This design comes from an exercise in tuning for small area on the open sky130 flow, not from production work. Function was checked by simulation only, so behaviour that the tests miss may differ from the original. Power is estimated from default activity; no workload was simulated.

## wip/ember
## text2matrix
module text2matrix (
    input  wire        clk,
    input  wire        rst,
    input  wire        invert,
    input  wire        cmd_valid,
    output wire        cmd_ready,
    input  wire [31:0] cmd,
    output wire [1:0]  status,
    output wire [7:0]  row,
    output wire [7:0]  col
);
For scale: roughly 1,700 cells after synthesis, ~55 I/O pins, ~0.018 mm² of cells after synthesis.
==> flow/config.mk <==
export PLATFORM = sky130hd
export DESIGN_NAME = text2matrix
export DESIGN_NICKNAME = text2matrix
export VERILOG_FILES = /design/flow/design.v
export SDC_FILE = /design/flow/constraint.sdc
export NUM_CORES = 4
export LEC_CHECK = 0
export CAP_MARGIN = 20
export CORE_MARGIN = 2
export CORE_UTILIZATION = 50
export PLACE_DENSITY = 0.6
export SLEW_MARGIN = 20
==> flow/constraint.sdc <==
create_clock -name core_clock -period 14.0 [get_ports {clk}]
set_input_delay 2.8000 -clock core_clock [delete_from_list [all_inputs] [get_ports {clk}]]
set_output_delay 2.8000 -clock core_clock [all_outputs]
set_load 0.01 [all_outputs]
standard.sh (not shown) runs the stock make flow with config.mk's settings and CLKGATE_MAP_FILE= SYNTH_SCRIPT=/design/flow/synth_recipe.tcl, a recipe that flattens the netlist after the stock synthesis.
==> flow/flow/run.sh <==
#!/bin/bash
# Layout flow: the standard flow (standard.sh) with two changes:
#  - synthesis maps the logic with an area-oriented ABC script (flow/synth_wrap.tcl);
#  - clock tree synthesis inserts no dummy loads and builds larger sink clusters
#    from clkbuf_8 buffers;
#  - the buffer that placement puts on every input and output port is buf_1.
# Each make run's full output goes to its own log here; ORFS keeps each step's
# log under orfs/logs/.
set -euo pipefail
cd "$(dirname "$0")/.."
W=$(pwd)
export FLOW_SYNTH_TCL="$W/synth_recipe.tcl"
CTS="-sink_clustering_enable -repair_clock_nets -dont_use_dummy_load -buf_list {sky130_fd_sc_hd__clkbuf_8} -sink_clustering_size 24 -sink_clustering_max_diameter 80"
PORTS="-buffer_cell sky130_fd_sc_hd__buf_1"
bash standard.sh "SYNTH_SCRIPT=$W/flow/synth_wrap.tcl" synth > "$W/run_synth.log" 2>&1
bash standard.sh "SYNTH_SCRIPT=$W/flow/synth_wrap.tcl" "CTS_ARGS=$CTS" "BUFFER_PORTS_ARGS=$PORTS" finish > "$W/run_layout.log" 2>&1
==> flow/flow/abc_small.script <==
strash
dc2
dc2
dc2
&get -n
&dch -f
&nf -R 1000
&put
==> flow/flow/synth_wrap.tcl <==
# The standard synthesis (synth_recipe.tcl, named by FLOW_SYNTH_TCL), with
# flow/abc_small.script, an area-oriented script, as the ABC script of its
# technology mapping. Nothing else changes: the same passes, the same registers.
set abc_small [file join [file dirname [file normalize [info script]]] abc_small.script]
proc abc {args} {
    global abc_small
    set i [lsearch -exact $args -script]
    if {$i >= 0} {
        lset args [expr {$i + 1}] $abc_small
    }
    yosys abc {*}$args
}
source $::env(FLOW_SYNTH_TCL)
wip/ember completed end to end with timing, DRC and antenna clean.
## Diff of input files: wip/umber against wip/ember
==> flow/flow/run.sh <==
#!/bin/bash
# Layout flow: the standard flow (standard.sh) with these changes:
#  - synthesis maps the logic with an area-oriented ABC script (flow/synth_wrap.tcl)
#    and leaves adders to ABC instead of mapping them to ha/fa cells first;
#  - clock tree synthesis inserts no dummy loads and builds larger sink clusters
#    from clkbuf_8 buffers;
#  - the buffer that placement puts on every input and output port is buf_1.
# Each make run's full output goes to its own log here; ORFS keeps each step's
# log under orfs/logs/.
set -euo pipefail
cd "$(dirname "$0")/.."
W=$(pwd)
export FLOW_SYNTH_TCL="$W/synth_recipe.tcl"
CTS="-sink_clustering_enable -repair_clock_nets -dont_use_dummy_load -buf_list {sky130_fd_sc_hd__clkbuf_8} -sink_clustering_size 18 -sink_clustering_max_diameter 50"
PORTS="-buffer_cell sky130_fd_sc_hd__buf_1"
SYN=("SYNTH_SCRIPT=$W/flow/synth_wrap.tcl" "ADDER_MAP_FILE=")
bash standard.sh "${SYN[@]}" synth > "$W/run_synth.log" 2>&1
bash standard.sh "${SYN[@]}" "CTS_ARGS=$CTS" "BUFFER_PORTS_ARGS=$PORTS" finish > "$W/run_layout.log" 2>&1
wip/ember has a lower effective utilization at floorplan than wip/umber. Side by side, clock insertion delay at the later pin of the skew report turned out lower in wip/umber than in wip/ember. Comparing wip/umber and wip/ember, the higher share of the clock period used by the worst path after layout was measured on wip/ember. wip/umber vs wip/ember, worst setup path category: primary input to flop vs flop to flop. Changes observed in wip/umber relative to wip/ember: vias after detailed routing +0.90%, area share of buffers outside the clock network +0.19 points, post-place setup slack saw an increase, largest net degree at the start of global routing rose about 25%. There was hardly any difference in filler-free cell count of the finished design between wip/ember and wip/umber. wip/umber | stages: all done | timing, DRC, antenna: all pass. The area growth from synthesis to layout reported for wip/umber is greater than that of wip/ember by 1.2 points. Relative to wip/ember, the final cell area reported for wip/umber is lower. | fraction of standard cell area in multi-input logic | lower: wip/umber |.
--- input diff wip/umber..wip/harbor ---
--- a/flow/flow/run.sh
+++ b/flow/flow/run.sh
@@ -2,4 +2,3 @@
 # Layout flow: the standard flow (standard.sh) with these changes:
-#  - synthesis maps the logic with an area-oriented ABC script (flow/synth_wrap.tcl)
-#    and leaves adders to ABC instead of mapping them to ha/fa cells first;
+#  - synthesis maps the logic with an area-oriented ABC script (flow/synth_wrap.tcl);
 #  - clock tree synthesis inserts no dummy loads and builds larger sink clusters
@@ -15,4 +14,3 @@
 PORTS="-buffer_cell sky130_fd_sc_hd__buf_1"
-SYN=("SYNTH_SCRIPT=$W/flow/synth_wrap.tcl" "ADDER_MAP_FILE=")
-bash standard.sh "${SYN[@]}" synth > "$W/run_synth.log" 2>&1
-bash standard.sh "${SYN[@]}" "CTS_ARGS=$CTS" "BUFFER_PORTS_ARGS=$PORTS" finish > "$W/run_layout.log" 2>&1
+bash standard.sh "SYNTH_SCRIPT=$W/flow/synth_wrap.tcl" synth > "$W/run_synth.log" 2>&1
+bash standard.sh "SYNTH_SCRIPT=$W/flow/synth_wrap.tcl" "CTS_ARGS=$CTS" "BUFFER_PORTS_ARGS=$PORTS" finish > "$W/run_layout.log" 2>&1
==> run notes <==
The die width of wip/harbor exceeds that of wip/umber by 2.2 µm. wip/harbor vs. wip/umber: area of the die went up 840 µm², first-pass iteration count of the detailed router held, met3 demand-to-capacity share in global routing held. Type of the worst setup path = primary input to flop: wip/umber; type of the worst setup path = flop to flop: wip/harbor. Going from wip/umber to wip/harbor, wire length of the first global-routing pass moved down, non-clock buffer count decreased by 4.7% relative to the old numbers, share of total power in combinational logic shows an increase of 3.9 points. wip/harbor went all the way through synthesis, placement and routing and the layout is clean on timing, DRC and antenna.

static timing again, ports no longer ideal:
Ports are ideal in the flow. The routed layouts listed here were re-timed in OpenROAD.
Step 1: set_driving_cell puts a clkbuf_16 on clk and a buf_2 on each other input, an assumption about the parent block.
Step 2, shift: input delay + t, output delay - t, t = (earliest + latest rising clock arrival at the registers) / 2. This alone moves slack from input paths to output paths.
Slacks: ideal / step 1 / step 2; pairs: ideal / step 1.
run	t (ns)	setup WS [ns]	worst register clock-pin slew, ns	worst slew at a driven data input, ns	pins driven straight from the clock port
wip/ember	0.652	7.431 / 7.431 / 7.431	0.13 / 0.13	0.04	1
wip/umber	0.607	7.924 / 7.956 / 7.349	0.10 / 0.10	0.04	1
wip/harbor	0.613	7.475 / 7.475 / 7.386	0.11 / 0.11	0.04	1
After both steps setup and hold are still met in every run listed. The setup slack of wip/umber, which loses most, moves by +0.032 ns with the drivers and by -0.575 ns with both steps.
